This design comes from an exercise in tuning for small area, a short achievable clock period and few clock cycles on the open sky130 flow, not from production work.
RTL that was checked went through simulation tests only; none was proved equivalent to the original.
For run 3, only the layout was checked, not whether the RTL still works.
Power and IR drop assume default switching activity.

File: design/flow/design.v
module rsu_radix (
    input  wire        clk,
    input  wire        rst,         
    input  wire        start,
    input  wire [7:0]  cmd,         
    input  wire [15:0] len,         
    input  wire [63:0] val,         
    output wire        ready,
    input  wire        in_valid,
    input  wire [7:0]  in_data,
    output wire        in_ready,
    output wire        out_valid,
    output wire [7:0]  out_data,
    input  wire        out_ready,
    output reg         done,
    output wire [2:0]  err,
    output wire [15:0] out_len,
    output reg  [63:0] res          
);
    localparam [4:0] OP_BIN_ENC     = 5'h01,
                     OP_BIN_DEC     = 5'h02,
                     OP_BIN_ENC_INT = 5'h03,
                     OP_BIN_DEC_INT = 5'h04,
                     OP_HEX_ENC     = 5'h05,
                     OP_HEX_DEC     = 5'h06,
                     OP_HEX_ENC_INT = 5'h07,
                     OP_HEX_DEC_INT = 5'h08,
                     OP_B64_ENC     = 5'h09,
                     OP_B64_DEC     = 5'h0A;
    wire [4:0] cmd_op = cmd[4:0];
    reg        cmd_legal;
    always @(*) begin
        case (cmd_op)
            OP_BIN_ENC, OP_HEX_ENC:             cmd_legal = (cmd[7:6] == 2'b00);
            OP_BIN_ENC_INT, OP_HEX_ENC_INT:     cmd_legal = 1'b1;
            OP_BIN_DEC_INT, OP_HEX_DEC_INT:     cmd_legal = (cmd[5] == 1'b0);
            OP_BIN_DEC, OP_HEX_DEC,
            OP_B64_ENC, OP_B64_DEC:             cmd_legal = (cmd[7:5] == 3'b000);
            default:                            cmd_legal = 1'b0;
        endcase
    end
    wire cmd_int_enc = (cmd_op == OP_BIN_ENC_INT) || (cmd_op == OP_HEX_ENC_INT);
    wire cmd_badlen  = (len > 16'd4096) && !cmd_int_enc;
    wire cmd_bin = (cmd_op == OP_BIN_ENC) || (cmd_op == OP_BIN_DEC) ||
                   (cmd_op == OP_BIN_ENC_INT) || (cmd_op == OP_BIN_DEC_INT);
    wire cmd_hex = (cmd_op == OP_HEX_ENC) || (cmd_op == OP_HEX_DEC) ||
                   (cmd_op == OP_HEX_ENC_INT) || (cmd_op == OP_HEX_DEC_INT);
    wire cmd_dec = (cmd_op == OP_BIN_DEC) || (cmd_op == OP_HEX_DEC) ||
                   (cmd_op == OP_BIN_DEC_INT) || (cmd_op == OP_HEX_DEC_INT) ||
                   (cmd_op == OP_B64_DEC);
    wire cmd_int = (cmd_op == OP_BIN_ENC_INT) || (cmd_op == OP_HEX_ENC_INT) ||
                   (cmd_op == OP_BIN_DEC_INT) || (cmd_op == OP_HEX_DEC_INT);
    wire accept  = start && cmd_legal && !cmd_badlen;
    reg        idle;         
    reg        ir;           
    reg        m_bin, m_hex, m_b64, m_dec, m_int, m_delim;
    reg [1:0]  wsel;
    reg [12:0] rem;          
    reg        t0;           
    reg        more;         
    reg [7:0]  ib;           
    reg        ib_v;
    reg [63:0] sh;           
    reg [11:0] bbuf;         
    reg [3:0]  bcnt;         
    reg        first;        
    reg        sp;           
    reg [6:0]  acc;          
    reg [2:0]  dc;           
    reg        bad;          
    reg        eqs;          
    reg [1:0]  qc;           
    reg [15:0] outcnt;       
    reg [2:0]  err_r;
    reg        olz;          
    reg        ov, sv;       
    reg [7:0]  od, sd;
    wire run   = !idle;
    wire cango = run && !sv;            
    wire enc   = !m_dec;
    wire ienc  = m_int && !m_dec;       
    wire [7:0] c = in_data;
    wire is_space = (c == 8'h20);
    wire is_bin   = (c[7:1] == 7'b0011000);
    wire is_digit = (c[7:4] == 4'h3) && (c[3:0] <= 4'h9);
    wire is_af    = (c[7:6] == 2'b01) && (c[4:3] == 2'b00) && (c[2:0] != 3'd0) && (c[2:0] != 3'd7);
    wire hex_ok   = is_digit || is_af;
    wire [3:0] hex_val = is_digit ? c[3:0] : (c[3:0] + 4'd9);
    reg        b64_ok;
    reg  [5:0] b64_val;
    always @(*) begin
        b64_ok  = 1'b1;
        b64_val = 6'd0;
        if (c >= 8'h41 && c <= 8'h5A)      b64_val = c[5:0] - 6'd1;           
        else if (c >= 8'h61 && c <= 8'h7A) b64_val = c[5:0] - 6'd7;           
        else if (is_digit)                 b64_val = {2'b11, c[3:0]} + 6'd4;  
        else if (c == 8'h2B)               b64_val = 6'd62;
        else if (c == 8'h2F)               b64_val = 6'd63;
        else                               b64_ok  = 1'b0;
    end
    wire is_eq = (c == 8'h3D);
    wire k_bin = idle ? cmd_bin : m_bin;
    wire k_hex = idle ? cmd_hex : m_hex;
    reg  [7:0] cls;
    always @(*) begin
        if (k_bin)      cls = {is_bin, is_space, 5'd0, c[0]};
        else if (k_hex) cls = {hex_ok, is_space, 2'd0, hex_val};
        else            cls = {b64_ok, is_eq, b64_val};
    end
    wire       i_ok = ib[7];
    wire       i_se = ib[6];        
    wire [5:0] i_v  = ib[5:0];
    wire dcons = cango && m_dec && ib_v;            
    reg        d_byte;                              
    reg  [7:0] dbyte;
    always @(*) begin
        if (m_bin) begin
            d_byte = i_ok && (dc == 3'd7);
            dbyte  = {acc[6:0], i_v[0]};
        end else if (m_hex) begin
            d_byte = i_ok && dc[0];
            dbyte  = {acc[3:0], i_v[3:0]};
        end else begin
            d_byte = i_ok && !i_se && !eqs && (dc[1:0] != 2'd0);
            case (dc[1:0])
                2'd1:    dbyte = {acc[5:0], i_v[5:4]};
                2'd2:    dbyte = {acc[3:0], i_v[5:2]};
                default: dbyte = {acc[1:0], i_v};
            endcase
        end
    end
    wire d_push = dcons && d_byte && !m_int;        
    wire d_int  = dcons && d_byte && m_int;         
    reg  [7:0] wbyte;                   
    always @(*) begin
        case (wsel)
            2'd0:    wbyte = sh[7:0];
            2'd1:    wbyte = sh[15:8];
            2'd2:    wbyte = sh[31:24];
            default: wbyte = sh[63:56];
        endcase
    end
    wire have  = m_bin ? (bcnt != 4'd0) : m_hex ? (bcnt[3:2] != 2'b00) : (bcnt >= 4'd6);
    wire full  = m_bin ? (bcnt[3:1] != 3'd0) : m_hex ? bcnt[3] : (bcnt == 4'd12);
    wire e_bits = have && !sp;
    wire e_fl   = m_b64 && !more && !have && (bcnt != 4'd0);    
    wire e_pad  = m_b64 && !more && (bcnt == 4'd0) && (outcnt[1:0] != 2'd0);
    wire e_push = cango && enc && (sp || have || e_fl || e_pad);
    wire want  = cango && enc && more && !sp && !(have && full);
    wire take  = in_valid && ir;
    wire ins   = enc && (m_int ? want : take);
    wire used  = ienc ? ins : take;
    wire [3:0] esz   = m_bin ? 4'd1 : m_hex ? 4'd4 : 4'd6;
    wire [3:0] rbits = e_bits ? (bcnt - esz) : (e_fl ? 4'd0 : bcnt);    
    wire [11:0] bkeep = e_bits ? (bbuf << esz) : (e_fl ? 12'd0 : bbuf);
    wire [7:0] ebyte = m_int ? wbyte : in_data;
    wire [11:0] bnew = {ebyte, 4'd0} >> rbits[2:1] >> rbits[2:1];      
    wire [3:0] hnib = bbuf[11:8];
    wire [5:0] sext = bbuf[11:6];
    reg  [7:0] echar;
    always @(*) begin
        if (sp)
            echar = 8'h20;
        else if (m_bin)
            echar = {7'b0011000, bbuf[11]};
        else if (m_hex)
            echar = (hnib < 4'd10) ? {4'h3, hnib} : ({4'h0, hnib} + 8'h37);
        else if (e_pad)
            echar = 8'h3D;
        else if (sext < 6'd26)
            echar = {2'b00, sext} + 8'h41;
        else if (sext < 6'd52)
            echar = {2'b00, sext} + 8'h47;
        else if (sext < 6'd62)
            echar = {2'b00, sext} - 8'd4;
        else if (sext == 6'd62)
            echar = 8'h2B;
        else
            echar = 8'h2F;
    end
    wire       push  = e_push || d_push;
    wire [7:0] pdata = m_dec ? dbyte : echar;
    assign out_valid = ov;
    assign out_data  = od;
    assign ready     = idle;
    assign in_ready  = ir;
    wire fin_clear = !more && (m_dec ? !ib_v : ((bcnt == 4'd0) && !sp && (!m_b64 || outcnt[1:0] == 2'd0)));
    wire fin = run && fin_clear && !sv && (!ov || out_ready);
    wire [3:0] wbytes = 4'd1 << wsel;
    reg        inval;
    always @(*) begin
        if (m_bin)      inval = bad || (dc != 3'd0);
        else if (m_hex) inval = bad || dc[0];
        else            inval = bad || (dc[1:0] == 2'd1) ||
                                (qc != 2'd0 && qc != (2'd0 - dc[1:0]));
        if (m_int) inval = inval || (outcnt != {12'd0, wbytes});
    end
    wire [63:0] wmask = {{32{wsel == 2'd3}}, {16{wsel[1]}}, {8{wsel != 2'd0}}, 8'hFF};
    assign err     = err_r;
    assign out_len = olz ? 16'd0 : outcnt;
    wire last1  = (rem[12:2] == 11'd0) && (t0 ? (rem[1:0] == 2'd2) : (rem[1:0] == 2'd1));
    wire more_n = more && !(used && last1);
    wire ib_v_n = take || (ib_v && !dcons);
    wire sv_n   = sv ? !out_ready : (push && ov && !out_ready);
    wire [3:0] bcnt_n = (cango && enc) ? (ins ? (rbits + 4'd8) : rbits) : bcnt;
    wire sp_n   = (cango && enc) ? (ins ? (m_delim && !first) : 1'b0) : sp;
    wire have_n = m_bin ? (bcnt_n != 4'd0) : m_hex ? (bcnt_n[3:2] != 2'b00) : (bcnt_n >= 4'd6);
    wire full_n = m_bin ? (bcnt_n[3:1] != 3'd0) : m_hex ? bcnt_n[3] : (bcnt_n == 4'd12);
    wire ir_run = !ienc && more_n &&
                  (m_dec ? (!ib_v_n || !sv_n) : (!sv_n && !sp_n && !(have_n && full_n)));
    wire more0  = (len[12:1] != 12'd0) || (len[0] && !in_valid);
    wire ir_acc = !cmd_int_enc && more0 && (cmd_dec || !in_valid || (!cmd_bin && !cmd_hex));
    always @(posedge clk)
        if (rst)
            res <= 64'd0;
        else if (fin && m_dec && m_int && !inval)
            res <= sh & wmask;
    always @(posedge clk) begin
        if (rst) begin
            idle <= 1'b1;
            ir   <= 1'b1;
            done <= 1'b0;
            ov   <= 1'b0;
            sv   <= 1'b0;
        end else begin
            done <= 1'b0;
            if (idle) begin
                ir <= accept ? ir_acc : 1'b1;
                if (start) begin
                    if (!cmd_legal || cmd_badlen) begin
                        done  <= 1'b1;
                        err_r <= cmd_legal ? 3'd5 : 3'd4;
                        olz   <= 1'b1;
                    end else begin
                        idle  <= 1'b0;
                    end
                end
            end else if (fin) begin
                idle  <= 1'b1;
                ir    <= 1'b1;
                done  <= 1'b1;
                err_r <= (m_dec && inval) ? 3'd1 : 3'd0;
                olz   <= (m_dec && (inval || m_int));
            end else begin
                ir    <= ir_run;
            end
            sv <= sv_n;
            if (sv) begin
                if (out_ready)
                    od <= sd;
            end else if (push) begin
                if (!ov || out_ready) begin
                    od <= pdata;
                    ov <= 1'b1;
                end else begin
                    sd <= pdata;
                end
            end else if (out_ready) begin
                ov <= 1'b0;
            end
        end
        if (idle) begin
            m_bin   <= cmd_bin;
            m_hex   <= cmd_hex;
            m_b64   <= !cmd_bin && !cmd_hex;
            m_dec   <= cmd_dec;
            m_int   <= cmd_int;
            m_delim <= cmd[5];
            wsel    <= cmd[7:6];
            rem     <= cmd_int_enc ? ({9'd0, 4'd1 << cmd[7:6]}) : len[12:0];
            t0      <= !cmd_int_enc && in_valid;
            more    <= cmd_int_enc || more0;
            sh      <= val;
            bbuf    <= {in_data & {8{!cmd_int_enc && in_valid}}, 4'd0};
            bcnt    <= (!cmd_int_enc && in_valid) ? 4'd8 : 4'd0;
            first   <= !(!cmd_int_enc && in_valid);
            sp      <= 1'b0;
            dc      <= 3'd0;
            bad     <= 1'b0;
            eqs     <= 1'b0;
            qc      <= 2'd0;
            outcnt  <= 16'd0;
            ib      <= cls;
            ib_v    <= start && in_valid;
        end else begin
            more <= more_n;
            if (used)
                rem <= rem - 13'd1;
            if (push || d_int)
                outcnt <= outcnt + 16'd1;
            bcnt <= bcnt_n;
            sp   <= sp_n;
            if (cango && enc) begin
                bbuf <= ins ? (bkeep | bnew) : bkeep;
                if (ins)
                    first <= 1'b0;
            end
            if (ins && m_int)
                sh <= {sh[55:0], 8'd0};
            ib_v <= ib_v_n;
            if (take)
                ib <= cls;
            if (dcons) begin
                if (m_bin) begin
                    if (i_ok) begin
                        acc <= {acc[5:0], i_v[0]};
                        dc  <= dc + 3'd1;
                    end else if (!i_se) begin
                        bad <= 1'b1;
                    end
                end else if (m_hex) begin
                    if (i_ok) begin
                        acc[3:0] <= i_v[3:0];
                        dc       <= {2'b00, ~dc[0]};
                    end else if (!i_se) begin
                        bad <= 1'b1;
                    end
                end else begin
                    if (i_se) begin
                        eqs <= 1'b1;
                        if (qc != 2'd3) qc <= qc + 2'd1;
                    end else if (i_ok && !eqs) begin
                        acc[5:0] <= i_v;
                        dc       <= {1'b0, dc[1:0] + 2'd1};
                    end else begin
                        bad <= 1'b1;
                    end
                end
                if (d_int)
                    sh <= {sh[55:0], dbyte};
            end
        end
    end
endmodule
File: design/flow/flow/run.sh
#!/bin/bash
# Standard ORFS layout (standard synthesis unchanged), with the port buffers
# made of the smallest plain buffer instead of the default choice.
set -euo pipefail
bash standard.sh BUFFER_PORTS_ARGS="-buffer_cell sky130_fd_sc_hd__buf_1" finish > orfs_flow.log 2>&1
File: design/flow/standard.sh
#!/bin/bash
# synth_recipe.tcl (not shown) runs the flow's synth.tcl, then flattens the netlist and writes it again
# the make line also repeats each setting of config.mk as NAME=value (left out here)
make -C /OpenROAD-flow-scripts/flow DESIGN_CONFIG=/design/flow/config.mk WORK_HOME=/design/flow/orfs CLKGATE_MAP_FILE= SYNTH_SCRIPT=/design/flow/synth_recipe.tcl "${@:-finish}"
File: design/flow/config.mk
export PLATFORM = sky130hd
export DESIGN_NAME = rsu_radix
export DESIGN_NICKNAME = rsu_radix
export VERILOG_FILES = /design/flow/design.v
export SDC_FILE = /design/flow/constraint.sdc
export NUM_CORES = 4
export LEC_CHECK = 0
export CAP_MARGIN = 20
export CORE_MARGIN = 2
export CORE_UTILIZATION = 40
export SETUP_SLACK_MARGIN = 4.8
export SLEW_MARGIN = 20
File: design/flow/constraint.sdc
create_clock -name core_clock -period 8.0 [get_ports {clk}]
set_input_delay 1.6000 -clock core_clock [delete_from_list [all_inputs] [get_ports {clk}]]
set_output_delay 1.6000 -clock core_clock [all_outputs]
set_load 0.01 [all_outputs]
==> results.txt, run 1 <==
- Initial Util: 0.407
- Die footprint: 0.0335 mm2
- Combinational Power Share: 0.105
- Cts bufs inserted: 26
- Wirelength per Cell: 19.9 um
- # port buffers: 194
- Reg2reg end: sh[59]
- Final Setup Violations: 0
- Final max-slew violation count: 0
- Clock Power Share: 0.442
- GRT Total Usage: 0.233
- Peak VDD IR: ~0.16 mV
- Register area share after synthesis: 0.411
- Reg2Reg Depth: 8
- #FFs+latches synth: 232
- Hold WC Path Type: reg -> reg
- I/O Pins: 196
- Clock transition at path regs: 60 ps
- Worst Path Max Fanout: 8
- Flop-to-flop setup slack: 4960 ps
- Yosys cell types: between 80 and 90
- Max-Cap Viols: 0
- Multi-input logic area: 0.00715 mm2
- Row Count: 65
- Final worst-path cycle share: 0.396
- Yosys warns: 1
- Worst Setup End Kind: flop
- TNS Setup: 0 ps
- Largest net degree at the start of global routing: 96
- Share of layout cells above drive strength 1: 0.0901
- Leak: 5.66 nW
- Switching pwr: ~730 uW
- Syn Nets: 1600
- Vias per Instance: 5.74
- Sequential share of power: 0.454
- Nets: ~1700
- Routed WL: 40.5 mm
- Slew margin rel.: 0.454
- H-tree lvl count: 1
- Min-Delay Startpoint: bad
- Unrepaired setup endpoints after global routing: true
- Detailed Place HPWL: 28.7 mm
- Max Fclk: 0.316 GHz
- Pwr per Cell Area: 191 mW/mm2
- Worst hold slack: approximately 470 ps
- Syn_area_per_cell: 8.74 um2
- Synthesized area: 0.0128 mm2
- Post-Route Skew: 21.2 ps
- Clk buf depth: 3
- Chip height: 183 um
- Total power: 2.86 mW
- DRC: 0
- Detailed Routing Iterations Pass 1: 5
- Min cycle time layout: about 3200 ps
- Startpoint types: input port
- Via count: 11700
- GR Overflow Total: 0
- Die width: 183 um
- CP arrival: between 3000 and 4000 ps
- Cell count after synthesis: roughly 1500
- Sw frac: 0.256
- Vias in the first global route: 10800
- CTS root buf: clkbuf_16
- Final Hold Fails: 0
- Clock tree sinks: ~230
- EDFF count, synth: 63
- First-pass GRT wire length: approximately 62 mm
- Final GP Congestion: approximately 0.9
- CP Class: in -> reg
- DRT iter0 DRCs: 1215
- Post-route setup slack: 4830 ps
- DP Worst Slack: 3320 ps
- Worst-margin pin slew: 819 ps
- Worst Path Required: 8410 ps
- Hold path cells: 2
- Cell-internal power: ~2.1 mW
- Ys flop type: dfxtp_1
- FILL cells: 3051
- Core area: 0.0316 mm2
- Register area: 0.00528 mm2
- Worst Hold Endpoint: bad
- R2R Path Start: sv
- Status: timing/DRC/antenna clean
- Initial antenna violation count: 2
- Post-detailed-route count of antenna-violating nets: 0
- Worst skew pair latency: ~550 ps
- Async SR Flop Fraction: 0
- Area grow syn2layout: 16.9%
- CTS tree: built
==> worst max-delay path by stage <==
stage	cells after the start	from	end	slack, ps
2_1_floorplan	10	in_data[2]	ib[3]	4640
3_3_place_gp	9	in_data[2]	ib[3]	3270
3_5_place_dp	9	in_data[2]	ib[2]	3320
4_1_cts	7	in_data[5]	ib[2]	4740
5_1_grt	8	cmd[1]	ir	4710
6_report	7	in_valid	ir	4830
==> metal layers <==
metal  vias to the layer above  GRT usage  routed length [um]  share of wire
li1                       5603          -                   -              -
met1                      5539      0.335               18600           0.46
met2                       471      0.355               17600           0.43
met3                        76     0.0415                3020          0.075
met4                         0     0.0746                1260          0.031
met5                         -          0                   0              0
==> through the flow <==
stage / utilization / cell area (um2) / instances
after floorplan: - / 13000 / 1469
final: 0.475 / 15000 / 2035
after detailed placement: 0.437 / 13800 / 1973
after global placement: 0.437 / 13800 / 1973
after CTS: 0.471 / 14900 / 2030
after global routing: 0.475 / 15000 / 2034
==> cell type report <==
class                   instances  share of cell area
repair buffers                218              0.0646
clock buffers                  37              0.0509
clock inverters                11              0.0108
diodes                          2            0.000334
inverters                      43              0.0117
flip-flops and latches        232               0.352
well taps                     402              0.0335
multi-input cells            1090               0.476
==> Yosys cell counts (6+ instances only) <==
| cell | count | area (um2) |
|---|---|---|
| and3_1 | 10 | 62.6 |
| buf_4 | 11 | 82.6 |
| nor3_1 | 24 | 120 |
| a211oi_1 | 20 | 150 |
| mux2i_1 | 78 | 781 |
| o21ai_1 | 56 | 280 |
| buf_1 | 7 | 26.3 |
| nor2b_1 | 21 | 131 |
| a31oi_1 | 11 | 68.8 |
| xnor2_1 | 22 | 193 |
| and2_1 | 13 | 81.3 |
| mux4_2 | 8 | 180 |
| inv_1 | 43 | 161 |
| a22oi_1 | 13 | 97.6 |
| nand2b_1 | 72 | 450 |
| nand2_1 | 152 | 571 |
| nor2_1 | 84 | 315 |
| o221ai_1 | 7 | 61.3 |
| buf_2 | 17 | 85.1 |
| a21o_1 | 8 | 60.1 |
| clkbuf_1 | 66 | 248 |
| o31ai_1 | 6 | 45.0 |
| a21oi_1 | 129 | 646 |
| mux2_2 | 12 | 135 |
| a221oi_1 | 9 | 78.8 |
| ha_1 | 29 | 363 |
| o211ai_1 | 7 | 52.6 |
| a211o_1 | 6 | 52.6 |
| nand4_1 | 9 | 56.3 |
| nand3_1 | 87 | 435 |
| dfxtp_1 | 169 | 3380 |
| nor4_1 | 12 | 75.1 |
| xor2_1 | 13 | 114 |
| edfxtp_1 | 63 | 1890 |
| o21ai_0 | 75 | 375 |
==> repair_timing <==
action,4_1_cts,5_1_grt
pin swaps,0,3
hold buffers,0,0
buffers inserted,8,2
gates resized for setup,21,26
gates cloned,1,1
endpoints found under the setup margin,126,81
==> cells by family (layout without fill, tap and decap cells) <==
group / count (synthesis) / in the layout / synth area share
other cells: 1 / 3 / 0.000292
compound gates: 399 / 399 / 0.191
xor+xnor: 35 / 35 / 0.0239
buf+inv: 148 / 309 / 0.0505
flops: 232 / 232 / 0.411
simple gates: 525 / 526 / 0.207
mux: 99 / 99 / 0.0863
fa+ha+maj: 30 / 30 / 0.0298
==> worst max-delay path: stages <==
cell	delay, ps
buf_1	350
nand2_1	220
a21oi_1	300
nor2_1	130
o311ai_1	660
o21bai_1	220
o21ai_1	80
==> state kept, by name, summed over array words and instances (netlist names), 4 cells and up <==
register / count
sd: 8
bcnt: 4
res: 64
bbuf: 12
sh: 64
od: 8
acc: 7
outcnt: 16
rem: 13
ib: 8
==> power groups by stage <==
stage	Sequential (mW)	Combinational, mW	Clock [mW]
final	1.30	0.299	1.26
after global routing	1.30	0.328	1.33
after CTS	1.30	0.290	1.28
after detailed placement	1.32	0.281	0
after global placement	1.32	0.279	0
after floorplan	1.30	0.200	0
==> cell usage in the layout (no fill, tap or decap), types with 11 or more instances in the layout <==
cell type | synthesis | layout
inv_1 | 43 | 39
nor3_1 | 24 | 23
and2_1 | 13 | 11
a21oi_1 | 129 | 127
o21ai_0 | 75 | 73
clkbuf_16 | 0 | 28
nand2b_1 | 72 | 71
a211oi_1 | 20 | 20
mux2_2 | 12 | 12
buf_1 | 7 | 186
ha_1 | 29 | 25
nor2b_1 | 21 | 21
o21ai_1 | 56 | 56
edfxtp_1 | 63 | 63
nor2_1 | 84 | 83
dfxtp_1 | 169 | 167
mux2i_1 | 78 | 77
buf_4 | 11 | 22
nand3_1 | 87 | 86
a22oi_1 | 13 | 13
xnor2_1 | 22 | 22
nand2_1 | 152 | 152
xor2_1 | 13 | 13
Testbench counts, summed over its fixed seeds: cycles 30,049.
==> inputs of run 2 (changes only) <==
--- a/design/flow/config.mk
+++ b/design/flow/config.mk
@@ -9,4 +9,4 @@
 export CORE_MARGIN = 2
 export CORE_UTILIZATION = 40
-export SETUP_SLACK_MARGIN = 4.8
+export SETUP_SLACK_MARGIN = 4.5
 export SLEW_MARGIN = 20
==> run 2 against run 1 <==
Net effect:
- still clean
- global-route usage is 0.99 points lower
- fmax is 3.8% lower
- sequential cell count stayed put
- via count is 3.7% lower
- first-iteration DRC count is 36% lower
- register-to-register slack worse by 180 ps
- combinational power is 7.4% lower
- design area is 2.3% lower
- clock power hardly changed
- largest cell class unchanged
- highest routed layer is now met5
==> results.txt, run 2 <==
- Status: timing/DRC/antenna clean
- First-pass GRT wire length: 59.8 mm
- Final GP Congestion: about 0.91
- Uppermost layer routed: met5
- Final Setup Violations: 0
- Final max-slew violation count: 0
- Non-filler instance count after layout: between 2000 and 2500
- Die footprint: 0.0335 mm2
- Async SR Flop Fraction: 0
- Vias in the first global route: 10500
- Largest net degree at the start of global routing: ~120
- Clk buf depth: 3
- Total power: ~2.8 mW
- Startpoint types: input port
- Area grow syn2layout: 14.2%
- Post-synth top cells: dfxtp_1 (169), nand2_1 (152), a21oi_1 (129)
- CP Class: in -> reg
- Worst Path Required: 8300 ps
- Detailed Place HPWL: 27.3 mm
- TNS Setup: 0 ps
- DRT iter0 DRCs: 780
- Vias per Instance: 5.56
- Post-layout util: 0.465
- Top Registers: res: 64 flops, sh: 64 flops, outcnt: 16 flops
- Row Count: 65
- Reg2reg end: ir
- Cts bufs inserted: 27
- Min-Delay Startpoint: res[9]
- EDFF count, synth: 63
- DP Cell Count: 1971
- Final Hold Fails: 0
- R2R Path Start: idle
- Nets: about 1700
- Met2 routed WL: between 15 and 20 mm
- Die width: 183 um
- FILL cells: between 3000 and 4000
- Worst-margin pin slew: 952 ps
- Slowest CP cell: a221oi_1
- Worst Hold Endpoint: res[9]
- Initial antenna violation count: 1
- Clock transition at path regs: 60 ps
- Cell count after synthesis: 1469
- Worst hold slack: ~460 ps
- Synthesized area: 0.0128 mm2
- Worst skew pair latency: 560 ps
- Min cycle time layout: 3290 ps
- # port buffers: 194
- I/O Pins: between 150 and 200
- Worst Setup End Kind: flop
- Ys flop type: dfxtp_1
- Metal-1 WL: around 18 mm
- CTS tree: built
- # hold bufs at CTS: 0
- GRT Total Usage: 0.223
- Flop-to-flop setup slack: 4780 ps
- Post-Route Skew: 14.4 ps
- Chip height: 183 um
- CP arrival: about 3600 ps
- Via count: 11300
- Worst Path Max Fanout: 10
- Syn_area_per_cell: 8.74 um2
- Register area share after synthesis: 0.411
- Top-area cell type share of the netlist area: 0.264
- Crit-path cells: buf_2 > inv_1 > ha_1 > a21oi_1 > a31oi_2 > and3_1 > a21o_1 > a221oi_1 > o211ai_1 > o211a_1
- Met3 wire len: 2.30 mm
- Hold WC Path Type: reg -> reg
- Syn Nets: 1600
- Synth area leaders: dfxtp_1 (26%), edfxtp_1 (15%), mux2i_1 (6.1%), a21oi_1 (5.0%), nand2_1 (4.4%)
- Crit path largest cell delay: approximately 270 ps
- Initial Util: 0.407
- Yosys warns: 1
- CTS root buf: clkbuf_16
- GR Overflow Total: 0
- Clock tree sinks: 232
- H-tree lvl count: 1
- Max Fclk: 0.304 GHz
- Yosys cell types: 86
- Final instance area: 0.0147 mm2
- Cell accounting for the most synthesized area: dfxtp_1
- Post-route setup slack: 4710 ps
- Commonest non-fill, non-tap cell in the layout: buf_1
- Share of layout cells above drive strength 1: 0.0635
- DP Worst Slack: 3360 ps
- Post-detailed-route count of antenna-violating nets: 0
- Pwr per Cell Area: 192 mW/mm2
- Detailed Routing Iterations Pass 1: 5
- Unrepaired setup endpoints after global routing: true
- Max-Cap Viols: 0
- Hold path cells: 2
- DRC: 0
- Routed WL: roughly 38 mm
- Core area: 0.0316 mm2
- Leak: 5.57 nW
- Commonest non-fill, non-tap cells in the layout: buf_1 (189), dfxtp_1 (168), nand2_1 (152), a21oi_1 (129), nand3_1 (87)
- Count leader, synth: dfxtp_1
- Slew margin rel.: 0.366
- Peak VDD IR: 0.138 mV
- Wirelength per Cell: 18.9 um
- Reg2Reg Depth: 8
- Final worst-path cycle share: 0.412
- #FFs+latches synth: about 230
- Dpl cell area: 0.0137 mm2
[run 2: cell types whose count changed in the layout (fill, tap and decap cells not counted), sizes merged]
cell,change
buf,-9
clkbuf,+4
clkinvlp,-4
inv,+4
bufinv,-2
clkinv,-2
diode,-1
nor4b,-1
[run 2: metal layers]
metal | GRT usage | up-vias
met2 | 0.359 | 352
met4 | 0.0566 | 2
li1 | - | 5572
met1 | 0.313 | 5283
met5 | 0 | -
met3 | 0.0361 | 52
[run 2: what timing repair did]
item	in CTS	in global routing
buffers inserted	0	3
resized for setup	4	12
setup endpoints to repair	23	132
[run 2: logic make-up after synthesis]
family	synth area share
xor+xnor	0.0239
buf+inv	0.0505
other cells	0.000292
simple gates	0.207
fa+ha+maj	0.0298
compound gates	0.191
flops	0.411
mux	0.0863
[run 2: how the worst max path moves through the flow]
stage | startpoint | depth (start not counted) | to
detailed placement | in_data[0] | 10 | ib[2]
CTS | in_data[0] | 9 | ib[2]
global route | cmd[0] | 7 | ib[0]
floorplan | in_data[2] | 10 | ib[3]
finish | in_data[3] | 10 | ib[3]
global placement | in_data[2] | 9 | ib[2]
[run 2: cell type report]
type                       instances  area, um2  area share
multi-input combinational       1089       6960       0.475
sequential                       232       5280       0.360
timing repair buffer             208        856      0.0584
clock buffer                      42        816      0.0556
tap                              402        503      0.0343
inverter                          43        165      0.0113
clock inverter                     7       76.3     0.00521
antenna                            1       2.50    0.000171
[run 2: worst max-delay path: cells and delay by family]
family / cells / cell delay [ps]
AOI/OAI and AO/OA: 6 / 1060
buffers and inverters: 2 / 410
adders and majority gates: 1 / 260
and+or+nand+nor: 1 / 250
[run 2: report_power, final]
part	internal, mW	switching (mW)	total [mW]
combinational	0.109	0.168	0.277
sequential	1.25	0.0498	1.30
clock	0.736	0.503	1.24
total	2.09	0.721	2.81
==> inputs of run 3 (changes only) <==
--- a/design/flow/design.v
+++ b/design/flow/design.v
@@ -205,8 +205,17 @@
     wire [3:0] bcnt_n = (cango && enc) ? (ins ? (rbits + 4'd8) : rbits) : bcnt;
     wire sp_n   = (cango && enc) ? (ins ? (m_delim && !first) : 1'b0) : sp;
-    wire have_n = m_bin ? (bcnt_n != 4'd0) : m_hex ? (bcnt_n[3:2] != 2'b00) : (bcnt_n >= 4'd6);
-    wire full_n = m_bin ? (bcnt_n[3:1] != 3'd0) : m_hex ? bcnt_n[3] : (bcnt_n == 4'd12);
-    wire ir_run = !ienc && more_n &&
-                  (m_dec ? (!ib_v_n || !sv_n) : (!sv_n && !sp_n && !(have_n && full_n)));
+    wire [3:0] bc0 = cango ? rbits : bcnt;                
+    wire [3:0] bc1 = rbits + 4'd8;                        
+    wire sp0    = cango ? 1'b0 : sp;
+    wire sp1    = m_delim && !first;
+    wire have0  = m_bin ? (bc0 != 4'd0) : m_hex ? (bc0[3:2] != 2'b00) : (bc0 >= 4'd6);
+    wire full0  = m_bin ? (bc0[3:1] != 3'd0) : m_hex ? bc0[3] : (bc0 == 4'd12);
+    wire have1  = m_bin ? (bc1 != 4'd0) : m_hex ? (bc1[3:2] != 2'b00) : (bc1 >= 4'd6);
+    wire full1  = m_bin ? (bc1[3:1] != 3'd0) : m_hex ? bc1[3] : (bc1 == 4'd12);
+    wire ew0    = !sp0 && !(have0 && full0);
+    wire ew1    = !sp1 && !(have1 && full1);
+    wire ins_s  = !m_int && take;                         
+    wire ewant  = !sv_n && (ins_s ? ew1 : (m_int && ins) ? ew1 : ew0);
+    wire ir_run = !ienc && more_n && (m_dec ? (!ib_v_n || !sv_n) : ewant);
     wire more0  = (len[12:1] != 12'd0) || (len[0] && !in_valid);
     wire ir_acc = !cmd_int_enc && more0 && (cmd_dec || !in_valid || (!cmd_bin && !cmd_hex));
@@ -214,5 +223,5 @@
         if (rst)
             res <= 64'd0;
-        else if (fin && m_dec && m_int && !inval)
+        else if (run && fin_clear && m_dec && m_int && !inval)    
             res <= sh & wmask;
     always @(posedge clk) begin
--- a/design/flow/config.mk
+++ b/design/flow/config.mk
@@ -9,4 +9,4 @@
 export CORE_MARGIN = 2
 export CORE_UTILIZATION = 40
-export SETUP_SLACK_MARGIN = 4.5
+export SETUP_SLACK_MARGIN = 4.8
 export SLEW_MARGIN = 20
==> run 3 against run 2 <==
Net effect:
- still clean on timing, DRC and antenna
- design area rose by 2.4%
- clock power barely moved
- die area fell by 1.3%
- clock skew fell by 1.5 ps
- non-clock buffer count rose by 22
- fmax rose by 4.5%
- critical path depth rose by 1
- critical path type unchanged
- critical endpoint is now ib[2]
- largest cell class unchanged
==> results.txt, run 3 <==
- Status: timing/DRC/antenna clean
- Routed WL: 39.0 mm
- Async SR Flop Fraction: 0
- Vias per Instance: 5.58
- Final worst-path cycle share: 0.394
- Die footprint: 0.0331 mm2
- Detailed Routing Iterations Pass 1: 5
- DRT iter0 DRCs: 903
- Syn_area_per_cell: 8.63 um2
- CP Class: in -> reg
- Leak: 5.70 nW
- Mux contribution to synthesized area: 0.0945
- GRT Total Usage: 0.229
- Post-Synth XOR/XNOR Area: 0.0235
- Slew margin rel.: 0.260
- Chip height: 182 um
- Nets: 1756
- Register area: about 0.0053 mm2
- Worst Setup End Kind: flop
- H-tree lvl count: 1
- Cell accounting for the most synthesized area: dfxtp_1
- Post-synth top cells: nand2_1 (202), o21ai_0 (176), dfxtp_1 (165)
- Cts bufs inserted: 28
- Via count: 11400
- Sw frac: 0.260
- Ys flop type: dfxtp_1
- Final max-slew violation count: 0
- Share of layout cells above drive strength 1: 0.0929
- Worst hold slack: between 400 and 500 ps
- Die width: 182 um
- Peak VDD IR: 0.164 mV
- # port buffers: 194
- Post-Route Skew: 12.9 ps
- Max-Cap Viols: 0
- Main combinational cell family by area after synthesis: simple AND/OR/NAND/NOR gates
- #FFs+latches synth: between 200 and 250
- Worst-margin pin slew: 1110 ps
- Clock tree sinks: 232
- Register area share after synthesis: 0.420
- Top-area cell type share of the netlist area: 0.261
- Clock transition at path regs: about 60 ps
- DRC: 0
- Post-detailed-route count of antenna-violating nets: 0
- Area grow syn2layout: 18.6%
- Largest net degree at the start of global routing: 118
- Top Registers: res: 64 flops, sh: 64 flops, outcnt: 16 flops
- Core area: 0.0314 mm2
- Worst skew pair latency: 550 ps
- Pwr per Cell Area: 191 mW/mm2
- Combinational Power Share: 0.102
- TNS Setup: 0 ps
- Yosys warns: 1
- Clk buf depth: 3
- Syn Nets: 1597
- Multi-input logic area: 0.00698 mm2
- Wirelength per Cell: 19.0 um
- Row Count: 65
- CTS root buf: clkbuf_16
- Number of diodes: 0
- Synth area leaders: dfxtp_1 (26%), edfxtp_1 (16%), mux2i_1 (7.0%), o21ai_0 (7.0%), nand2_1 (6.0%)
- Yosys cell types: 80
- First-pass GRT wire length: around 60 mm
- CP arrival: 3540 ps
- Cell count after synthesis: 1466
- Commonest non-fill, non-tap cells in the layout: nand2_1 (201), buf_1 (190), o21ai_0 (172), dfxtp_1 (164), nand3_1 (94)
- GR Overflow Total: 0
- Worst Path Required: 8390 ps
- Sequential share of power: 0.454
- Count leader, synth: nand2_1
- FILL cells: just over 3000
- Hold WC Path Type: reg -> reg
- Vias in the first global route: ~11000
- Initial Util: 0.403
- Clock Power Share: 0.444
- Min cycle time layout: 3150 ps
- Post-synthesis compound-gate area fraction: 0.184
- # hold bufs at CTS: 0
- Max Fclk: 0.317 GHz
- Cell-internal power: 2.12 mW
- Initial antenna violation count: 0
- Flop-to-flop setup slack: 5040 ps
- Final GP Congestion: between 0.8 and 0.9
- Startpoint types: input port
- Synth Area in Adders: 0.0302
- Worst Path Max Fanout: 7
- EDFF count, synth: 67
- Synthesized area: 0.0127 mm2
- Switching pwr: 743 uW
- Detailed Place HPWL: 27.7 mm
- Unrepaired setup endpoints after global routing: true
- Final Setup Violations: 0
- CTS tree: built
- Final Hold Fails: 0
- Post-synthesis simple-gate area fraction: 0.202
- Commonest non-fill, non-tap cell in the layout: nand2_1
- I/O Pins: roughly 200
run 3: cell count changes in the layout (fill, tap and decap cells not counted), sizes merged, moves of 7 or more:
cell,before,now
o21ai,133,177
and2,13,4
a211oi,22,15
buf,204,228
mux2i,78,89
nand2b,72,30
nand3,87,94
clkbuf,46,37
a21oi,129,74
nand2,152,203
run 3: worst max-delay path, cell delays in order:
cell and delay, ps:
buf_1 90, buf_6 160, inv_8 50, ha_4 170
nand2b_4 140, a31o_4 260, a311oi_4 380, buf_4 180
a211oi_1 50, a221o_1 280, a211oi_2 180
run 3: path summary, 6_finish.rpt:
check	from	to	depth (start not counted)
max	in_data[0]	ib[2]	11
min	res[62]	res[62]	2
max reg2reg	bbuf[8]	od[4]	8
min reg2reg	res[62]	res[62]	2
run 3: power groups by stage:
stage | Sequential (mW) | Clock [mW] | Combinational (mW)
after floorplan | 1.30 | 0 | 0.198
after global placement | 1.32 | 0 | 0.272
after detailed placement | 1.32 | 0 | 0.271
after CTS | 1.30 | 1.30 | 0.280
after global routing | 1.30 | 1.34 | 0.324
final | 1.30 | 1.27 | 0.292
run 3: area by class of cell:
cell class                 count  area share
multi-input combinational   1092       0.465
sequential                   232       0.354
timing repair buffer         230      0.0730
clock buffer                  35      0.0511
tap                          402      0.0335
inverter                      41      0.0117
clock inverter                17      0.0113
run 3: metrics by stage:
stage / cells / total power, mW / utilization / setup slack [ps] / area [um2]
after floorplan: 1466 / 1.49 / - / 4580 / 12800
after global placement: 1974 / 1.59 / 0.436 / 3430 / 13700
after detailed placement: 1974 / 1.60 / 0.436 / 3410 / 13700
after CTS: 2033 / 2.88 / 0.470 / 4820 / 14800
after global routing: 2049 / 2.97 / 0.478 / 4760 / 15000
final: 2049 / 2.86 / 0.478 / 4850 / 15000
run 3: kinds of logic (layout without fill, tap and decap cells):
family	Yosys count	count (layout)
fa+ha+maj	30	30
compound gates	380	380
simple gates	540	540
mux	107	107
buf+inv	142	323
xor+xnor	34	34
flops	232	232
other cells	1	1
run 3: metal layers:
metal  track usage  vias to the layer above  share of wire
met5             0                        -              0
met4        0.0539                        0          0.023
met3        0.0469                       54          0.064
met2         0.388                      343           0.47
met1         0.302                     5401           0.44
li1              -                     5627              -
run 3: timing repair:
| item | 4_1_cts | 5_1_grt |
|---|---|---|
| gates cloned | 0 | 1 |
| pin swaps | 2 | 8 |
| setup buffers | 7 | 15 |
| setup endpoints to repair | 69 | 155 |
| resized for setup | 21 | 24 |
==> inputs of run 4 (changes only) <==
--- a/design/flow/design.v
+++ b/design/flow/design.v
@@ -206,15 +206,10 @@
     wire sp_n   = (cango && enc) ? (ins ? (m_delim && !first) : 1'b0) : sp;
     wire [3:0] bc0 = cango ? rbits : bcnt;                
-    wire [3:0] bc1 = rbits + 4'd8;                        
     wire sp0    = cango ? 1'b0 : sp;
-    wire sp1    = m_delim && !first;
     wire have0  = m_bin ? (bc0 != 4'd0) : m_hex ? (bc0[3:2] != 2'b00) : (bc0 >= 4'd6);
     wire full0  = m_bin ? (bc0[3:1] != 3'd0) : m_hex ? bc0[3] : (bc0 == 4'd12);
-    wire have1  = m_bin ? (bc1 != 4'd0) : m_hex ? (bc1[3:2] != 2'b00) : (bc1 >= 4'd6);
-    wire full1  = m_bin ? (bc1[3:1] != 3'd0) : m_hex ? bc1[3] : (bc1 == 4'd12);
     wire ew0    = !sp0 && !(have0 && full0);
-    wire ew1    = !sp1 && !(have1 && full1);
-    wire ins_s  = !m_int && take;                         
-    wire ewant  = !sv_n && (ins_s ? ew1 : (m_int && ins) ? ew1 : ew0);
+    wire ew1    = m_b64 && !rbits[2];
+    wire ewant  = !sv_n && (take ? ew1 : ew0);
     wire ir_run = !ienc && more_n && (m_dec ? (!ib_v_n || !sv_n) : ewant);
     wire more0  = (len[12:1] != 12'd0) || (len[0] && !in_valid);
@@ -305,6 +300,8 @@
                     first <= 1'b0;
             end
-            if (ins && m_int)
+            if (ienc && want)
                 sh <= {sh[55:0], 8'd0};
+            if (m_int && m_dec && ib_v && d_byte)
+                sh <= {sh[55:0], dbyte};
             ib_v <= ib_v_n;
             if (take)
@@ -336,6 +333,4 @@
                     end
                 end
-                if (d_int)
-                    sh <= {sh[55:0], dbyte};
             end
         end
--- a/design/flow/config.mk
+++ b/design/flow/config.mk
@@ -9,4 +9,6 @@
 export CORE_MARGIN = 2
 export CORE_UTILIZATION = 40
-export SETUP_SLACK_MARGIN = 4.8
+export CTS_CLUSTER_DIAMETER = 60
+export CTS_CLUSTER_SIZE = 20
+export SETUP_SLACK_MARGIN = 5.0
 export SLEW_MARGIN = 20
==> run 4 against run 3 <==
Net effect:
- hold slack better by 20 ps
- sequential power up 3%
- die area up 5.1%
- register-to-register slack better by 60 ps
- critical endpoint is now out_len[9]
- utilization up 0.88 points
- routed wire length up 5.0%
- total power up 4.5%
- critical path depth down 8
==> results.txt, run 4 <==
- Status: timing/DRC/antenna clean
- Row Count: 66
- Async SR Flop Fraction: 0
- Min cycle time layout: between 2000 and 3000 ps
- Largest net degree at the start of global routing: 65
- Initial antenna violation count: 2
- Cts bufs inserted: 25
- Post-layout util: 0.487
- Post-detailed-route count of antenna-violating nets: 0
- Ys flop type: edfxtp_1
- Dpl cell area: 0.0144 mm2
- Worst skew pair latency: 560 ps
- Post-Route Skew: 41.5 ps
- Reg2reg end: bbuf[9]
- Flop-to-flop setup slack: around 5100 ps
- Detailed Place HPWL: 28.4 mm
- Worst-margin pin slew: between 1000 and 1500 ps
- Routed WL: 41.0 mm
- Chip height: 187 um
- Nets: 1691
- Via count: 11500
- Core area: 0.0327 mm2
- Slowest CP cell: edfxtp_1
- Startpoint types: flop
- # port buffers: 194
- Die width: 187 um
- Syn Nets: between 1500 and 2000
- Final Hold Fails: 0
- Unrepaired setup endpoints after global routing: true
- Post-synth top cells: o21ai_0 (174), edfxtp_1 (131), nand2_1 (126)
- Top-area cell type share of the netlist area: 0.295
- Wirelength per Cell: around 20 um
- EDFF count, synth: 131
- Uppermost layer routed: met4
- Hold WC Path Type: reg -> reg
- Yosys warns: 1
- Final worst-path cycle share: 0.371
- Count leader, synth: o21ai_0
- Register area: 0.00597 mm2
- CP Class: reg -> out
- Synthesized area: 0.0133 mm2
- TNS Setup: 0 ps
- H-tree lvl count: 1
- Crit path largest cell delay: 430 ps
- Clk buf depth: 3
- GRT Total Usage: 0.225
- First-pass GRT wire length: 63.0 mm
- GR Overflow Total: 0
- #FFs+latches synth: between 200 and 250
- FILL cells: 3124
- Synth area leaders: edfxtp_1 (30%), dfxtp_1 (15%), o21ai_0 (6.5%), mux2_2 (5.4%), nand2_1 (3.5%)
- Peak VDD IR: 0.140 mV
- Crit path buf inv count: 2
- Cell accounting for the most synthesized area: edfxtp_1
- Final Setup Violations: 0
- Commonest non-fill, non-tap cells in the layout: o21ai_0 (170), buf_1 (170), edfxtp_1 (131), nand2_1 (124), dfxtp_1 (95)
- Hold path cells: 2
- # hold bufs at CTS: 0
- CTS tree: built
- CP top delay family: flip-flops
- Final max-slew violation count: 0
- Syn_area_per_cell: 9.54 um2
- I/O Pins: 196
- Slew margin rel.: 0.303
- R2R Path Start: m_hex
- Met3 wire len: 2.28 mm
- Detailed Routing Iterations Pass 1: 7
- Clock tree sinks: 232
- Register area share after synthesis: 0.447
- Clock transition at path regs: roughly 80 ps
- Vias per Instance: 5.71
- Crit-path cells: buf_6 > nor2b_1 > buf_2
- Vias in the first global route: 10800
- Initial Util: 0.407
- Cell count after synthesis: approximately 1400
- Reg2Reg Depth: 10
- Metal-1 WL: between 15 and 20 mm
- Min-Delay Startpoint: res[31]
- Final GP Congestion: 0.884
- Worst Hold Endpoint: res[31]
- Multi-input logic area: just over 0.007 mm2
- Leak: around 5.5 nW
- Share of layout cells above drive strength 1: 0.163
- DRC: 0
- Max Fclk: approximately 0.34 GHz
- CP arrival: 1370 ps
- Max-Cap Viols: 0
- Worst Path Max Fanout: 8
- Worst Setup End Kind: output pin
- Final instance area: 0.0159 mm2
- Area grow syn2layout: 19.5%
- Met2 routed WL: 18.5 mm
- Yosys cell types: 92
- Top Registers: res: 64 flops, sh: 64 flops, outcnt: 16 flops
- CTS root buf: clkbuf_16
- Worst Path Required: 6400 ps
- DRT iter0 DRCs: 1046
- Pwr per Cell Area: 188 mW/mm2
- Die footprint: 0.0348 mm2
run 4: changes by cell type in the layout (fill, tap and decap cells not counted), sizes merged, moves of 19 or more:
cell    change
edfxtp     +64
nand3      -60
dfxtp      -64
nand2      -77
mux2i      -61
nor2b      +47
mux2       +54
nand2b     -19
nor2       -22
run 4: cell type report:
type	instances	share of cell area
multi-input combinational	1018	0.442
sequential	232	0.375
timing repair buffer	240	0.0766
clock buffer	27	0.0411
tap	442	0.0347
clock inverter	19	0.0186
inverter	43	0.0117
antenna	1	0.000157
run 4: metrics by stage:
step | hold slack (ps) | setup WS (ps) | power [mW] | std cells
after floorplan | 427 | 4850 | 1.55 | 1396
after global placement | 462 | 3910 | 1.65 | 1943
after detailed placement | 469 | 3850 | 1.65 | 1943
after CTS | 482 | 4920 | 2.99 | 1997
after global routing | 506 | 4870 | 3.09 | 2021
final | 479 | 5030 | 2.99 | 2022
run 4: power by group:
group | internal [mW] | total [mW] | switching [mW]
clock | 0.760 | 1.33 | 0.571
combinational | 0.128 | 0.317 | 0.189
sequential | 1.30 | 1.34 | 0.0434
run 4: logic make-up after synthesis:
logic type                 count (synthesis)  synth area share
and+or+nand+nor                          431             0.168
AOI/OAI and AO/OA                        421             0.200
DFF                                      232             0.447
buffers and inverters                    147            0.0443
muxes                                    100            0.0887
xor gates and xnor gates                  34            0.0224
adders and majority gates                 30            0.0287
other                                      1          0.000281
run 4: how the worst max path moves through the flow:
stage | startpoint | endpoint | cells after the start
floorplan | in_data[0] | ib[0] | 8
detailed placement | in_data[0] | ib[2] | 9
CTS | cmd[1] | ib[0] | 7
global placement | in_data[0] | ib[0] | 9
finish | olz | out_len[9] | 3
global route | cmd[1] | ib[0] | 7
run 4: per-layer routing:
metal,vias to the layer above,global-route usage
met2,371,0.347
met3,45,0.0310
met4,0,0.0611
met1,5607,0.331
li1,5516,-
met5,-,0
run 4: worst register-to-register path: stages (launching register included):
cell and delay [ps]:
dfxtp_1 320, buf_12 170, nor2_4 130, clkinvlp_4 120, fa_1 410, xnor2_1 180
a2111oi_2 470, a21oi_4 100, buf_4 200, nor3b_2 190, a221o_1 350
run 4: what timing repair did:
action	in CTS	in global routing
buffers inserted	7	21
resized for setup	28	70
pin swaps	4	10
cloned	1	3
endpoints found under the setup margin	139	184
Testbench counts of run 4, summed over its fixed seeds: cycles 30,049.
==> inputs of run 5 (changes only) <==
--- a/design/flow/config.mk
+++ b/design/flow/config.mk
@@ -9,6 +9,4 @@
 export CORE_MARGIN = 2
 export CORE_UTILIZATION = 40
-export CTS_CLUSTER_DIAMETER = 60
-export CTS_CLUSTER_SIZE = 20
 export SETUP_SLACK_MARGIN = 5.0
 export SLEW_MARGIN = 20
==> run 5 against run 4 <==
Net effect:
- cell count down 0.64%
- design area decreased by 0.86%
- largest power group unchanged
- still clean
- combinational power is 3% lower
- hold slack worse by 3.4 ps
- non-clock buffer count is 16 lower
- sequential power hardly changed
- critical endpoint unchanged
==> results.txt, run 5 <==
- Post-detailed-route count of antenna-violating nets: 0
- Max-Cap Viols: 0
- # hold bufs at CTS: 0
- Register area: 0.00596 mm2
- Clock transition at path regs: about 60 ps
- Min cycle time layout: 2980 ps
- Row Count: 66
- Crit-path cells: buf_6 > nor2b_1 > buf_2
- Cts bufs inserted: 27
- #FFs+latches synth: 232
- Worst Path Required: 6400 ps
- Flop-to-flop setup slack: 5050 ps
- Dpl cell area: 0.0144 mm2
- Synthesized area: 0.0133 mm2
- Core area: around 0.033 mm2
- Async SR Flop Fraction: 0
- Worst Setup End Kind: output pin
- GRT Total Usage: 0.225
- First-pass GRT wire length: 63.0 mm
- Ys flop type: edfxtp_1
- Syn Nets: about 1500
- Peak VDD IR: 0.148 mV
- Synth area leaders: edfxtp_1 (30%), dfxtp_1 (15%), o21ai_0 (6.5%), mux2_2 (5.4%), nand2_1 (3.5%)
- Via count: 11500
- TNS Setup: 0 ps
- Yosys cell types: just over 90
- Clock tree sinks: 232
- Top Registers: res: 64 flops, sh: 64 flops, outcnt: 16 flops
- Cell accounting for the most synthesized area: edfxtp_1
- DP Worst Slack: between 3000 and 4000 ps
- Wirelength per Cell: 20.4 um
- Max Fclk: 0.336 GHz
- Total power: 2.99 mW
- GR Overflow Total: 0
- Die footprint: roughly 0.035 mm2
- CTS root buf: clkbuf_16
- H-tree lvl count: 1
- CP arrival: 1380 ps
- Vias per Instance: approximately 5.7
- Detailed Place HPWL: 28.4 mm
- # port buffers: ~190
- Slew margin rel.: 0.300
- Number of diodes: 0
- CTS tree: built
- Startpoint types: flop
- Post-synth top cells: o21ai_0 (174), edfxtp_1 (131), nand2_1 (126)
- Final instance area: 0.0158 mm2
- Yosys warns: 1
- Final max-slew violation count: 0
- Cell count after synthesis: ~1400
- Routed WL: about 40 mm
- Syn_area_per_cell: 9.54 um2
- CP Class: reg -> out
- Initial antenna violation count: 3
- I/O Pins: 196
- Clk buf depth: 3
- Leak: 5.45 nW
- Slowest CP cell: edfxtp_1
- Detailed Routing Iterations Pass 1: 6
- Worst skew pair latency: 560 ps
- Die width: ~190 um
- Post-layout util: 0.483
- FILL cells: approximately 3200
- Count leader, synth: o21ai_0
- Crit path largest cell delay: roughly 430 ps
- Share of layout cells above drive strength 1: 0.152
- Final Hold Fails: 0
- Top-area cell type share of the netlist area: 0.295
- Status: timing/DRC/antenna clean
- Post-route setup slack: 5020 ps
- Register area share after synthesis: 0.447
- Initial Util: 0.407
- Worst Path Max Fanout: 8
- Commonest non-fill, non-tap cells in the layout: o21ai_0 (171), buf_1 (171), edfxtp_1 (131), nand2_1 (124), dfxtp_1 (96)
- Chip height: 187 um
- Nets: roughly 1700
- Pwr per Cell Area: 189 mW/mm2
- DRT iter0 DRCs: between 1000 and 1500
- Largest net degree at the start of global routing: 65
- Area grow syn2layout: 18.5%
- Post-Route Skew: 14.9 ps
- Final worst-path cycle share: 0.373
- Unrepaired setup endpoints after global routing: true
- Worst-margin pin slew: 1040 ps
- Multi-input logic area: 0.00704 mm2
- Final GP Congestion: a little under 0.9
- Final Setup Violations: 0
- EDFF count, synth: 131
- Hold WC Path Type: reg -> reg
- DRC: 0
- Vias in the first global route: 10800
## run 5: cell counts after synthesis
No cell type changed its count.
## run 5: final timing paths
kind,start,end,depth (start not counted)
setup / recovery,olz,out_len[9],3
hold / removal,res[22],res[22],2
setup reg to reg,bcnt[0],bbuf[11],10
hold reg to reg,res[22],res[22],2
## run 5: stage by stage
stage	hold WS, ps	std cells
CTS	478	2002
global placement	462	1943
floorplan	427	1396
global route	504	2009
detailed placement	469	1943
finish	476	2009
## run 5: area by class of cell
type	count	share of cell area
inverter	43	0.0118
sequential	232	0.378
clock buffer	38	0.0514
timing repair buffer	224	0.0677
clock inverter	12	0.0103
tap	442	0.0350
multi-input combinational	1018	0.446
## run 5: cell families after synthesis
group / share of synthesized area
simple gates: 0.168
compound gates: 0.200
flops: 0.447
buf+inv: 0.0443
mux: 0.0887
xor+xnor: 0.0224
fa+ha+maj: 0.0287
other cells: 0.000281
## run 5: layer usage
layer  part of all wire  up-vias  GRT usage  wire (um)
met3              0.063       66     0.0329       2580
li1                   -     5480          -          -
met2               0.45      418      0.344      18200
met4              0.028        2     0.0696       1130
met5            0.00032        -          0         13
met1               0.46     5540      0.328      19000
## run 5: power by group
part,internal [mW],switching (mW)
logic,0.121,0.186
clock network,0.809,0.527
registers,1.30,0.0437
total,2.23,0.756
## run 5: critical path, delay by kind of cell, from the launching register on
kind | cells | cell delay, ps
buf+inv | 2 | 290
flops | 1 | 430
simple gates | 1 | 100
## run 5: repair_timing
item / in CTS / in global routing
endpoints found under the setup margin: 139 / 183
setup buffers: 8 / 5
pin swaps: 4 / 3
resized for setup: 26 / 67
gates cloned: 1 / 2
==> inputs of run 6 (changes only) <==
--- a/design/flow/design.v
+++ b/design/flow/design.v
@@ -73,5 +73,4 @@
     reg [15:0] outcnt;       
     reg [2:0]  err_r;
-    reg        olz;          
     reg        ov, sv;       
     reg [7:0]  od, sd;
@@ -198,5 +197,5 @@
     wire [63:0] wmask = {{32{wsel == 2'd3}}, {16{wsel[1]}}, {8{wsel != 2'd0}}, 8'hFF};
     assign err     = err_r;
-    assign out_len = olz ? 16'd0 : outcnt;
+    assign out_len = outcnt;            
     wire last1  = (rem[12:2] == 11'd0) && (t0 ? (rem[1:0] == 2'd2) : (rem[1:0] == 2'd1));
     wire more_n = more && !(used && last1);
@@ -235,5 +234,4 @@
                         done  <= 1'b1;
                         err_r <= cmd_legal ? 3'd5 : 3'd4;
-                        olz   <= 1'b1;
                     end else begin
                         idle  <= 1'b0;
@@ -245,5 +243,4 @@
                 done  <= 1'b1;
                 err_r <= (m_dec && inval) ? 3'd1 : 3'd0;
-                olz   <= (m_dec && (inval || m_int));
             end else begin
                 ir    <= ir_run;
@@ -291,5 +288,7 @@
             if (used)
                 rem <= rem - 13'd1;
-            if (push || d_int)
+            if (fin && m_dec && (inval || m_int))
+                outcnt <= 16'd0;
+            else if (push || d_int)
                 outcnt <= outcnt + 16'd1;
             bcnt <= bcnt_n;
==> run 6 against run 5 <==
Net effect:
- still clean
- design area fell by 2.9%
- clock power fell by 13%
- via count decreased by 5.5%
- area after synthesis fell by 2.7%
- global-route usage decreased by 0.49 points
- sequential share of layout area increased by 0.91 points
- routed wire length is 6.1% lower
- combinational power is 3% lower
- synthesized cell count shrank 6.7%
- total power shrank 5.9%
- first-iteration DRC count fell by 39%
- largest power group unchanged
==> results.txt, run 6 <==
- Status: timing/DRC/antenna clean
- Commonest non-fill, non-tap cells in the layout: buf_1 (186), nand2_1 (144), edfxtp_1 (130), dfxtp_1 (100), nand3_1 (89)
- Count leader, synth: nand2_1
- CTS root buf: clkbuf_16
- Post-route setup slack: 5040 ps
- First-pass GRT wire length: 58.8 mm
- # port buffers: 194
- Max-Cap Viols: 0
- TNS Setup: 0 ps
- Final max-slew violation count: 0
- Sw frac: 0.248
- Largest net degree at the start of global routing: 81
- Routed WL: just under 40 mm
- Sequential share of power: 0.477
- Synthesized area: 0.0130 mm2
- Die width: about 180 um
- #FFs+latches synth: 231
- Core area: 0.0317 mm2
- Cts bufs inserted: 26
- FILL cells: 3044
- Synth area leaders: edfxtp_1 (30%), dfxtp_1 (16%), mux2_2 (6.1%), nand2_1 (4.3%), nand3_1 (3.5%)
- Clk buf depth: 3
- Nets: 1596
- Initial Util: 0.409
- Leak: 5.42 nW
- Die footprint: 0.0339 mm2
- Ys flop type: edfxtp_1
- H-tree lvl count: 1
- DRT iter0 DRCs: between 600 and 700
- Final instance area: 0.0153 mm2
- Vias in the first global route: 10200
- CTS tree: built
- Worst Path Required: 8420 ps
- DRC: 0
- Async SR Flop Fraction: 0
- Flop-to-flop setup slack: 5040 ps
- Post-Route Skew: 15.6 ps
- Post-synth top cells: nand2_1 (147), edfxtp_1 (130), dfxtp_1 (101)
- Hold WC Path Type: reg -> reg
- Row Count: 65
- Detailed Routing Iterations Pass 1: 5
- Final Setup Violations: 0
- Yosys warns: 1
- Pwr per Cell Area: 183 mW/mm2
- Combinational Power Share: 0.105
- DP Cell Count: 1819
- CP Class: reg -> reg
- Top-area cell type share of the netlist area: 0.301
- Worst skew pair latency: 530 ps
- Max Fclk: between 0.3 and 0.4 GHz
- Min cycle time layout: about 3000 ps
- Via count: around 11000
- Initial antenna violation count: 4
- Post-detailed-route count of antenna-violating nets: 0
- Dpl cell area: 0.0140 mm2
- DP Worst Slack: 3750 ps
- Yosys cell types: 83
- GRT Total Usage: 0.220
- Clock transition at path regs: 60 ps
- Chip height: 184 um
- Switching pwr: 698 uW
- Clock tree sinks: 231
- Clock Power Share: 0.418
- Area grow syn2layout: 18.3%
- # hold bufs at CTS: 0
- Register area share after synthesis: 0.457
- Slew margin rel.: 0.382
- GR Overflow Total: 0
- Worst Setup End Kind: flop
- Cell-internal power: 2.11 mW
- EDFF count, synth: 130
- Syn Nets: 1433
- Detailed Place HPWL: 26.5 mm
- Worst-margin pin slew: 927 ps
- Non-filler instance count after layout: approximately 1900
- I/O Pins: just under 200
- Vias per Instance: 5.76
- Share of layout cells above drive strength 1: 0.181
- Startpoint types: flop
- Syn_area_per_cell: 9.95 um2
- Commonest non-fill, non-tap cell in the layout: buf_1
- CP arrival: 3390 ps
- Final GP Congestion: 0.884
- Top Registers: res: 64 flops, sh: 64 flops, outcnt: 16 flops
- Cell accounting for the most synthesized area: edfxtp_1
- Unrepaired setup endpoints after global routing: true
- Cell count after synthesis: 1302
- Wirelength per Cell: slightly above 20 um
- Final worst-path cycle share: 0.370
- Peak VDD IR: 0.114 mV
- Worst Path Max Fanout: 32
- Final Hold Fails: 0
## run 6: cell types whose count changed after synthesis, sizes merged, moves of 8 or more
cell,before,now
clkbuf,75,63
nand2,126,147
nand3,34,90
nand3b,7,46
nand4,24,7
nor2b,68,10
o21ai,185,59
xnor2,19,30
xor2,15,7
## run 6: path summary, 6_finish.rpt
check,to,depth (start not counted),from
worst max-delay path,res[58],4,m_int
worst min-delay path,res[26],2,res[26]
worst max register to register,res[58],4,m_int
worst min register to register,res[26],2,res[26]
## run 6: kinds of logic (layout without fill, tap and decap cells)
| logic type | Yosys count | after routing | share of synthesized area |
|---|---|---|---|
| compound gates | 290 | 290 | 0.150 |
| fa+ha+maj | 30 | 30 | 0.0295 |
| xor+xnor | 37 | 37 | 0.0250 |
| simple gates | 482 | 484 | 0.202 |
| other cells | 1 | 2 | 0.000289 |
| mux | 103 | 103 | 0.0940 |
| buf+inv | 128 | 309 | 0.0425 |
| flops | 231 | 231 | 0.457 |
## run 6: power groups by stage
| stage | logic [mW] | clock network (mW) | registers [mW] |
|---|---|---|---|
| final | 0.297 | 1.17 | 1.34 |
| after global placement | 0.269 | 0 | 1.36 |
| after floorplan | 0.197 | 0 | 1.34 |
| after CTS | 0.282 | 1.20 | 1.34 |
| after detailed placement | 0.268 | 0 | 1.37 |
| after global routing | 0.322 | 1.24 | 1.34 |
## run 6: repair_timing
action | 4_1_cts | 5_1_grt
gates resized for setup | 36 | 32
cloned | 1 | 1
setup endpoints to repair | 172 | 182
buffers inserted | 8 | 10
pin swaps | 3 | 8
endpoints found under the hold margin | 0 | 0
## run 6: layout make-up
cell class | count | area [um2] | share of cell area
diodes | 1 | 2.50 | 0.000163
inverters | 37 | 154 | 0.0100
multi-input cells | 945 | 6840 | 0.446
repair buffers | 224 | 1060 | 0.0690
flip-flops and latches | 231 | 5930 | 0.387
well taps | 402 | 503 | 0.0328
clock buffers | 39 | 761 | 0.0496
clock inverters | 9 | 85.1 | 0.00555
## run 6: worst max-delay path, stage by stage (launching register included)
cell      delay [ps]
edfxtp_1         950
or4b_2           810
or4b_4           840
nand3b_2         170
nand2_1           60
## run 6: metrics by stage
| step | total power [mW] | utilization | hold slack (ps) |
|---|---|---|---|
| floorplan | 1.53 | - | 427 |
| global placement | 1.63 | 0.442 | 437 |
| detailed placement | 1.63 | 0.442 | 443 |
| CTS | 2.82 | 0.476 | 451 |
| global route | 2.91 | 0.483 | 472 |
| finish | 2.81 | 0.483 | 450 |
## run 6: per-layer routing
| layer | GRT usage | share of wire |
|---|---|---|
| met4 | 0.0573 | 0.023 |
| met5 | 0 | 0.0012 |
| met2 | 0.358 | 0.47 |
| met3 | 0.0420 | 0.075 |
| met1 | 0.300 | 0.43 |
Testbench counts of run 6, summed over its fixed seeds: cycles 30,049.
==> inputs of run 7 (changes only) <==
--- a/design/flow/config.mk
+++ b/design/flow/config.mk
@@ -8,5 +8,6 @@
 export CAP_MARGIN = 20
 export CORE_MARGIN = 2
-export CORE_UTILIZATION = 40
+export CORE_UTILIZATION = 60
+export PLACE_DENSITY = 0.75
 export SETUP_SLACK_MARGIN = 5.0
 export SLEW_MARGIN = 20
==> run 7 against run 6 <==
Net effect:
- still clean on timing, DRC and antenna
- register-to-register slack better by 70 ps
- area after synthesis stayed put
- synthesized cell count stayed put
- sequential power hardly changed
- utilization is 23 points higher
- setup slack better by 25 ps
- via count is 3.2% higher
- first-iteration DRC count is 75% higher
- routed wire length is 3.1% lower
- cell count is 7.0% lower
- largest power group unchanged
- highest routed layer is now met4
==> results.txt, run 7 <==
- Status: timing/DRC/antenna clean
- Synth Area in Adders: 0.0295
- Post-detailed-route count of antenna-violating nets: 0
- Worst Path Required: about 8300 ps
- Post-synthesis compound-gate area fraction: 0.150
- Number of diodes: 0
- Clk buf depth: 3
- FILL cells: 1610
- Clock transition at path regs: 60 ps
- Post-layout util: 0.718
- Register area share after synthesis: 0.457
- Worst-margin pin slew: 863 ps
- Post-route setup slack: 5060 ps
- Switching pwr: approximately 700 uW
- Multi-input logic area: 0.00686 mm2
- Worst setup path startpoint: in_data[3]
- TNS Setup: 0 ps
- CP Class: in -> reg
- Min cycle time layout: roughly 3000 ps
- Nets: between 1500 and 2000
- Worst Path Max Fanout: 11
- Commonest non-fill, non-tap cell in the layout: buf_1
- Leak: approximately 5.4 nW
- Hold WC Path Type: reg -> reg
- Final Hold Fails: 0
- Yosys warns: 1
- Detailed Routing Iterations Pass 1: 5
- Unrepaired setup endpoints after global routing: true
- Final Setup Violations: 0
- Clock tree sinks: 231
- Total power: between 2 and 3 mW
- GR Overflow Total: 0
- Cell accounting for the most synthesized area: edfxtp_1
- #FFs+latches synth: 231
- Non-filler instance count after layout: 1755
- Final max-slew violation count: 0
- DRC: 0
- Combinational Power Share: 0.106
- Post-Synth XOR/XNOR Area: 0.0250
- Hold path cells: 2
- Initial Util: 0.615
- Startpoint types: input port
- Final worst-path cycle share: 0.367
- Cts bufs inserted: 26
- Pwr per Cell Area: roughly 190 mW/mm2
- Ys flop type: edfxtp_1
- Synthesized area: 0.0130 mm2
- Register area: 0.00593 mm2
- Max-Cap Viols: 0
- Detailed Place HPWL: about 25 mm
- Row Count: 53
- Sequential share of power: 0.478
- Main combinational cell family by area after synthesis: simple AND/OR/NAND/NOR gates
- Post-Route Skew: 20.0 ps
- Via count: 11200
- Share of layout cells above drive strength 1: 0.184
- Syn_area_per_cell: 9.95 um2
- Peak VDD IR: 0.140 mV
- Worst hold slack: 449 ps
- Reg2Reg Depth: 7
- Area grow syn2layout: 16.8%
- DP Worst Slack: 3840 ps
- Largest net degree at the start of global routing: 75
- Die footprint: 0.0228 mm2
- Core area: 0.0211 mm2
- Max Fclk: 0.340 GHz
- EDFF count, synth: 130
- Vias in the first global route: 10200
- Post-synthesis simple-gate area fraction: 0.202
- Die width: 151 um
- Chip height: 151 um
- Async SR Flop Fraction: 0
- I/O Pins: 196
- Post-synth top cells: nand2_1 (147), edfxtp_1 (130), dfxtp_1 (101)
- Slew margin rel.: 0.424
- CTS tree: built
- CTS root buf: clkbuf_16
- Worst Setup End Kind: flop
- First-pass GRT wire length: 56.3 mm
- Top Registers: res: 64 flops, sh: 64 flops, outcnt: 16 flops
- Wirelength per Cell: 21.2 um
- Synth area leaders: edfxtp_1 (30%), dfxtp_1 (16%), mux2_2 (6.1%), nand2_1 (4.3%), nand3_1 (3.5%)
- Commonest non-fill, non-tap cells in the layout: buf_1 (185), nand2_1 (144), edfxtp_1 (130), dfxtp_1 (100), nand3_1 (89)
- Final GP Congestion: 0.915
- Yosys cell types: 83
- Cell-internal power: 2.10 mW
- Count leader, synth: nand2_1
- DP Cell Count: roughly 1700
- Syn Nets: 1433
- Min-Delay Startpoint: res[23]
- GRT Total Usage: 0.316
- Final instance area: about 0.015 mm2
- # port buffers: 194
- # hold bufs at CTS: 0
- Dpl cell area: around 0.014 mm2
- R2R Path Start: idle
- Mux contribution to synthesized area: 0.0940
- Cell count after synthesis: between 1000 and 1500
- DRT iter0 DRCs: 1153
- Initial antenna violation count: 0
- CP arrival: 3220 ps
- H-tree lvl count: 1
- Top-area cell type share of the netlist area: 0.301
- Worst skew pair latency: approximately 540 ps
- Vias per Instance: 6.40
- Routed WL: 37.2 mm
- Sw frac: 0.250
- Clock Power Share: 0.416
run 7: cells by family (layout without fill, tap and decap cells):
logic type / Yosys count / after routing
simple gates: 482 / 485
compound gates: 290 / 290
buf+inv: 128 / 303
other cells: 1 / 1
mux: 103 / 103
fa+ha+maj: 30 / 30
flops: 231 / 231
xor+xnor: 37 / 37
run 7: routing by layer:
layer / global-route usage / routed length [um] / vias to the layer above / share of wire
met5: 0 / 0 / - / 0
met4: 0.101 / 1210 / 0 / 0.033
met3: 0.0554 / 3490 / 83 / 0.094
met2: 0.502 / 17100 / 579 / 0.46
met1: 0.442 / 15400 / 5387 / 0.41
li1: - / - / 5178 / -
run 7: area by class of cell:
cell class                      instances  share of cell area
Clock inverter                         13             0.00727
Clock buffer                           35              0.0486
Tap cell                              275              0.0227
Multi-Input combinational cell        946               0.453
Sequential cell                       231               0.392
Timing Repair Buffer                  218              0.0669
Inverter                               37              0.0102
run 7: power by group through the flow:
stage               clock, mW  combinational (mW)  sequential [mW]
detailed placement          0               0.266             1.36
CTS                      1.17               0.281             1.34
global route             1.22               0.320             1.34
finish                   1.17               0.296             1.34
global placement            0               0.265             1.36
floorplan                   0               0.197             1.34
run 7: worst max-delay path: stages:
cell and delay [ps]:
buf_2 260, inv_4 120, ha_4 190, a21oi_2 140
a31oi_2 130, o211a_4 200, a211oi_1 260, a221oi_1 80
o211a_1 220
run 7: worst paths after layout:
kind	endpoint	slack [ps]
min	res[23]	450
min reg2reg	res[23]	450
max reg2reg	res[4]	5110
max	ib[2]	5060
run 7: timing repair:
item / CTS / global route
cloned: 2 / 1
resized for setup: 31 / 35
buffers inserted: 8 / 5
pin swaps: 2 / 5
endpoints found under the setup margin: 180 / 185
